This is an optimization exercise on Yosys and OpenROAD, whose aim is a short achievable clock period, not a production implementation. In this exercise RTL edits were held to simulation tests only and were not proved equivalent to the original. No activity file was given, so power comes from the tool's default toggle rates.

indigo:
==> flow/design.v (excerpt) <==
module ck16v (
    input  wire              clk,
    input  wire              rst,
    input  wire              tick,
    input  wire [31:0]       enc_pos,
    input  wire              dec_req,
    input  wire              frame_present,
    input  wire [95:0]       fb,
    output wire              dec_ack,
    output wire              result_valid,
    output wire [7:0]        result_code,
    input  wire              cal_req,
    output wire              cal_ack,
    output wire              speed_set_stb,
    output wire [7:0]        speed_set_id,
    output wire [7:0]        speed_set_pct,
    output wire [7:0]        speed_set_dir,
    output wire              angle_set_stb,
    output wire [15:0]       angle_set_angle,
    output wire [7:0]        angle_set_dir,
    output wire              horn_stb,
    output wire [16:0]       horn_ms,
    output wire              light_stb,
    output wire [1:0]        light_ch,
    output wire              light_on,
    input  wire [31:0]       enc_payload,
    input  wire [7:0]        enc_id,
    output wire [95:0]       enc_frame,
    output wire [15:0]       enc_ck,
    output wire              busy,
    output wire              calibrated,
    output wire [1:0]        ctl_state,
    output wire [2:0]        ctl_status,
    output wire [6:0]        act_duty,
    output wire              act_dir
);
    localparam [1:0] S_UNCAL = 2'd0, S_CALIB = 2'd1, S_READY = 2'd2, S_SEEK = 2'd3;
    localparam [1:0] SUB_SWEEP_MIN = 2'd0, SUB_SETTLE = 2'd1, SUB_SWEEP_MAX = 2'd2;
    localparam [1:0] SUB_SAMPLE    = 2'd0, SUB_DRIVE  = 2'd1, SUB_STOP      = 2'd2;
    localparam [2:0] ST_NONE = 3'd0, ST_CAL_OK = 3'd1, ST_SEEK_OK = 3'd2,
  ...
Size in the first run: ~7100 cells after synthesis, ~0.053 mm^2 of cells after synthesis.
clock: 65.0 ns
lec_check: 0
cap_margin: 30
core_margin: 2
core_utilization: 40
gpl_timing_driven: 1
slew_margin: 20
synth_hierarchical: 1
standard.sh (not shown) runs the stock make flow with config.mk's settings and CLKGATE_MAP_FILE= SYNTH_SCRIPT=/design/flow/synth_recipe.tcl, a recipe that flattens the netlist after the stock synthesis.
==> flow/flow/run.sh <==
#!/bin/bash
# The standard layout (standard.sh: ORFS synthesis, floorplan, power grid,
# placement, CTS and routing) with these changes:
#  * synthesis (hierarchical, as config.mk asks; flattened afterwards exactly as
#    synth_recipe.tcl does) maps full/half adders to the library's adder cells in
#    the top module only. The small combinational modules ck16v_dec* and
#    ck16v_enc* (checksum test and checksum) are left to ABC as plain gates, so
#    ABC maps their carry-save trees together with the logic that follows.
#    The synthesis script is synth_recipe.tcl with ORFS's synth.tcl replaced by a
#    copy whose extract_fa call selects the top module; registers are untouched.
#  * the setup repairs of the floorplan, CTS and global-route steps keep a margin
#    above the constrained slack, so they size and buffer the input-to-output
#    paths instead of stopping at the first met slack;
#  * cells may be resized across footprints (e.g. a port's delay buffer to a
#    strong buffer).
# Constraints (constraint.sdc) are untouched. Each tool's log stays under
# orfs/logs; make's own output goes to standard.log.
set -euo pipefail
W=$PWD
grep -q 'extract_fa {\*}\[dont_use_extract_fa_args\]$' "$FLOW_HOME/scripts/synth.tcl"
sed 's#^\(  *extract_fa {\*}\[dont_use_extract_fa_args\]\)$#\1 $::env(DESIGN_NAME)#' \
    "$FLOW_HOME/scripts/synth.tcl" > "$W/synth_topfa.tcl"
grep -q 'extract_fa {\*}\[dont_use_extract_fa_args\] \$::env(DESIGN_NAME)' "$W/synth_topfa.tcl"
grep -q 'source \$::env(SCRIPTS_DIR)/synth.tcl' synth_recipe.tcl
sed "s#source \$::env(SCRIPTS_DIR)/synth.tcl#source $W/synth_topfa.tcl#" synth_recipe.tcl > "$W/synth_recipe_topfa.tcl"
bash standard.sh SYNTH_SCRIPT="$W/synth_recipe_topfa.tcl" SETUP_SLACK_MARGIN=38 MATCH_CELL_FOOTPRINT=0 finish > standard.log 2>&1
[inputs] pepper vs indigo
diff --git a/flow/design.v b/flow/design.v
--- a/flow/design.v
+++ b/flow/design.v
@@ -65,31 +65,43 @@
     wire [7:0]  p3      = fb[55:48];
     assign cal_ack      = ~rst & idle & cal_req;
     assign dec_ack      = ~rst & idle & ~cal_req & dec_req;
     assign result_valid = dec_ack;
     wire angle_go;
     ck16v_dec u_dec_ctl (
         .dec_ack(dec_ack), .frame_present(frame_present), .fb(fb),
         .result_code(), .speed_set_stb(), .speed_set_id(), .speed_set_pct(),
         .speed_set_dir(), .angle_set_stb(angle_go), .angle_set_angle(),
         .angle_set_dir(), .horn_stb(), .horn_ms(), .light_stb(), .light_ch(),
         .light_on()
     );
-    ck16v_dec u_dec (
+    ck16v_dec u_dec_rc (
         .dec_ack(dec_ack), .frame_present(frame_present), .fb(fb),
-        .result_code(result_code),
-        .speed_set_stb(speed_set_stb), .speed_set_id(speed_set_id),
+        .result_code(result_code), .speed_set_stb(), .speed_set_id(),
+        .speed_set_pct(), .speed_set_dir(), .angle_set_stb(),
+        .angle_set_angle(), .angle_set_dir(), .horn_stb(), .horn_ms(),
+        .light_stb(), .light_ch(), .light_on()
+    );
+    ck16v_dec u_dec_ma (
+        .dec_ack(dec_ack), .frame_present(frame_present), .fb(fb),
+        .result_code(), .speed_set_stb(speed_set_stb), .speed_set_id(speed_set_id),
         .speed_set_pct(speed_set_pct), .speed_set_dir(speed_set_dir),
         .angle_set_stb(angle_set_stb), .angle_set_angle(angle_set_angle),
-        .angle_set_dir(angle_set_dir),
+        .angle_set_dir(angle_set_dir), .horn_stb(), .horn_ms(),
+        .light_stb(), .light_ch(), .light_on()
+    );
+    ck16v_dec u_dec_hl (
+        .dec_ack(dec_ack), .frame_present(frame_present), .fb(fb),
+        .result_code(), .speed_set_stb(), .speed_set_id(), .speed_set_pct(),
+        .speed_set_dir(), .angle_set_stb(), .angle_set_angle(), .angle_set_dir(),
         .horn_stb(horn_stb), .horn_ms(horn_ms),
         .light_stb(light_stb), .light_ch(light_ch), .light_on(light_on)
     );
     wire [29:0] qx = mag[31:2];
     wire [59:0] qprod = ({30'd0, qx} << 29) - ({30'd0, qx} << 27) - ({30'd0, qx} << 24)
                       - ({30'd0, qx} << 22) + ({30'd0, qx} << 17) - ({30'd0, qx} << 15)
                       - ({30'd0, qx} << 12) - ({30'd0, qx} << 10) + ({30'd0, qx} << 5)
                       - ({30'd0, qx} << 3) - {30'd0, qx};
     wire [24:0] q = qprod[58:34];
     wire [7:0]  r = mag[7:0] - ((q[7:0] << 7) + (q[7:0] << 5) + (q[7:0] << 4) + (q[7:0] << 2));
     wire [4:0] asel     = p2[7] ? 5'd0 : p1[4:0];     
     wire       use_plus = (p3 == 8'd1) ^ neg;
@@ -8626,27 +8638,36 @@
 );
     wire [10:0] sum_ck, sum_fr;
     ck16v_encsum u_ck (.enc_payload(enc_payload), .enc_id(enc_id), .enc_sum(sum_ck));
     ck16v_encsum u_fr (.enc_payload(enc_payload), .enc_id(enc_id), .enc_sum(sum_fr));
     assign enc_ck    = {5'd0, sum_ck};
     assign enc_frame = {16'h0D0A, 5'd0, sum_fr, 8'd1, enc_payload, enc_id, 16'hAA55};
 endmodule
 module ck16v_encsum (
     input  wire [31:0] enc_payload,
     input  wire [7:0]  enc_id,
     output wire [10:0] enc_sum
 );
-    assign enc_sum = {3'd0, enc_payload[7:0]} + {3'd0, enc_payload[15:8]}
-                   + {3'd0, enc_payload[23:16]} + {3'd0, enc_payload[31:24]}
-                   + {3'd0, enc_id} + 11'd1;
+    wire [10:0] e0 = {3'd0, enc_payload[7:0]},   e1 = {3'd0, enc_payload[15:8]},
+                e2 = {3'd0, enc_payload[23:16]}, e3 = {3'd0, enc_payload[31:24]},
+                e4 = {3'd0, enc_id};
+    wire [10:0] s1 = e0 ^ e1 ^ e2;
+    wire [10:0] c1 = {(e0[9:0] & e1[9:0]) | (e0[9:0] & e2[9:0]) | (e1[9:0] & e2[9:0]), 1'b1};
+    wire [10:0] s2 = e3 ^ e4;
+    wire [10:0] c2 = {e3[9:0] & e4[9:0], 1'b0};
+    wire [10:0] s3 = s1 ^ c1 ^ s2;
+    wire [10:0] c3 = {(s1[9:0] & c1[9:0]) | (s1[9:0] & s2[9:0]) | (c1[9:0] & s2[9:0]), 1'b0};
+    wire [10:0] ex = s3 ^ c3 ^ c2;
+    wire [10:0] ey = {(s3[9:0] & c3[9:0]) | (s3[9:0] & c2[9:0]) | (c3[9:0] & c2[9:0]), 1'b0};
+    assign enc_sum = ex + ey;
 endmodule
 module ck16v_dec (
     input  wire        dec_ack,
     input  wire        frame_present,
     input  wire [95:0] fb,
     output wire [7:0]  result_code,
     output wire        speed_set_stb,
     output wire [7:0]  speed_set_id,
     output wire [7:0]  speed_set_pct,
     output wire [7:0]  speed_set_dir,
     output wire        angle_set_stb,
     output wire [15:0] angle_set_angle,
Notes after the runs:
- pepper vs indigo: count of clock buffers in the final design up by a few percent
- met1 global-route usage, pepper and indigo, higher one = indigo.
- pepper ended up with a higher net switching power than indigo did.
- Delta (pepper minus indigo): worst setup slack after layout now sits higher, site row count now sits higher.
- Summary of pepper over indigo: die height went up, maximum vdd drop went up.

## static timing again, ports no longer ideal
In the flow no input, the clock included, has a driving cell. The finished layouts below were timed again as built, in two steps. Step 1 assumes that a clkbuf_16 drives the clock port and a buf_2 every other input. Step 2 times the ports against the registers' clock, not the clock port: input delays grow and output delays shrink by t, the midpoint of the rising clock arrivals with the driver on. Slacks: no drivers / after step 1 / after step 2; pairs: no drivers / after step 1.
run	t, ns	setup WS [ns]	cell pins on the clock port's net
indigo	0.611	35.850 / 35.790 / 35.790	1
pepper	0.607	35.917 / 35.868 / 35.868	1
After both steps every run listed still meets setup and hold. The setup slack of indigo, which loses most, moves by -0.060 ns with the drivers and by -0.060 ns with both steps.
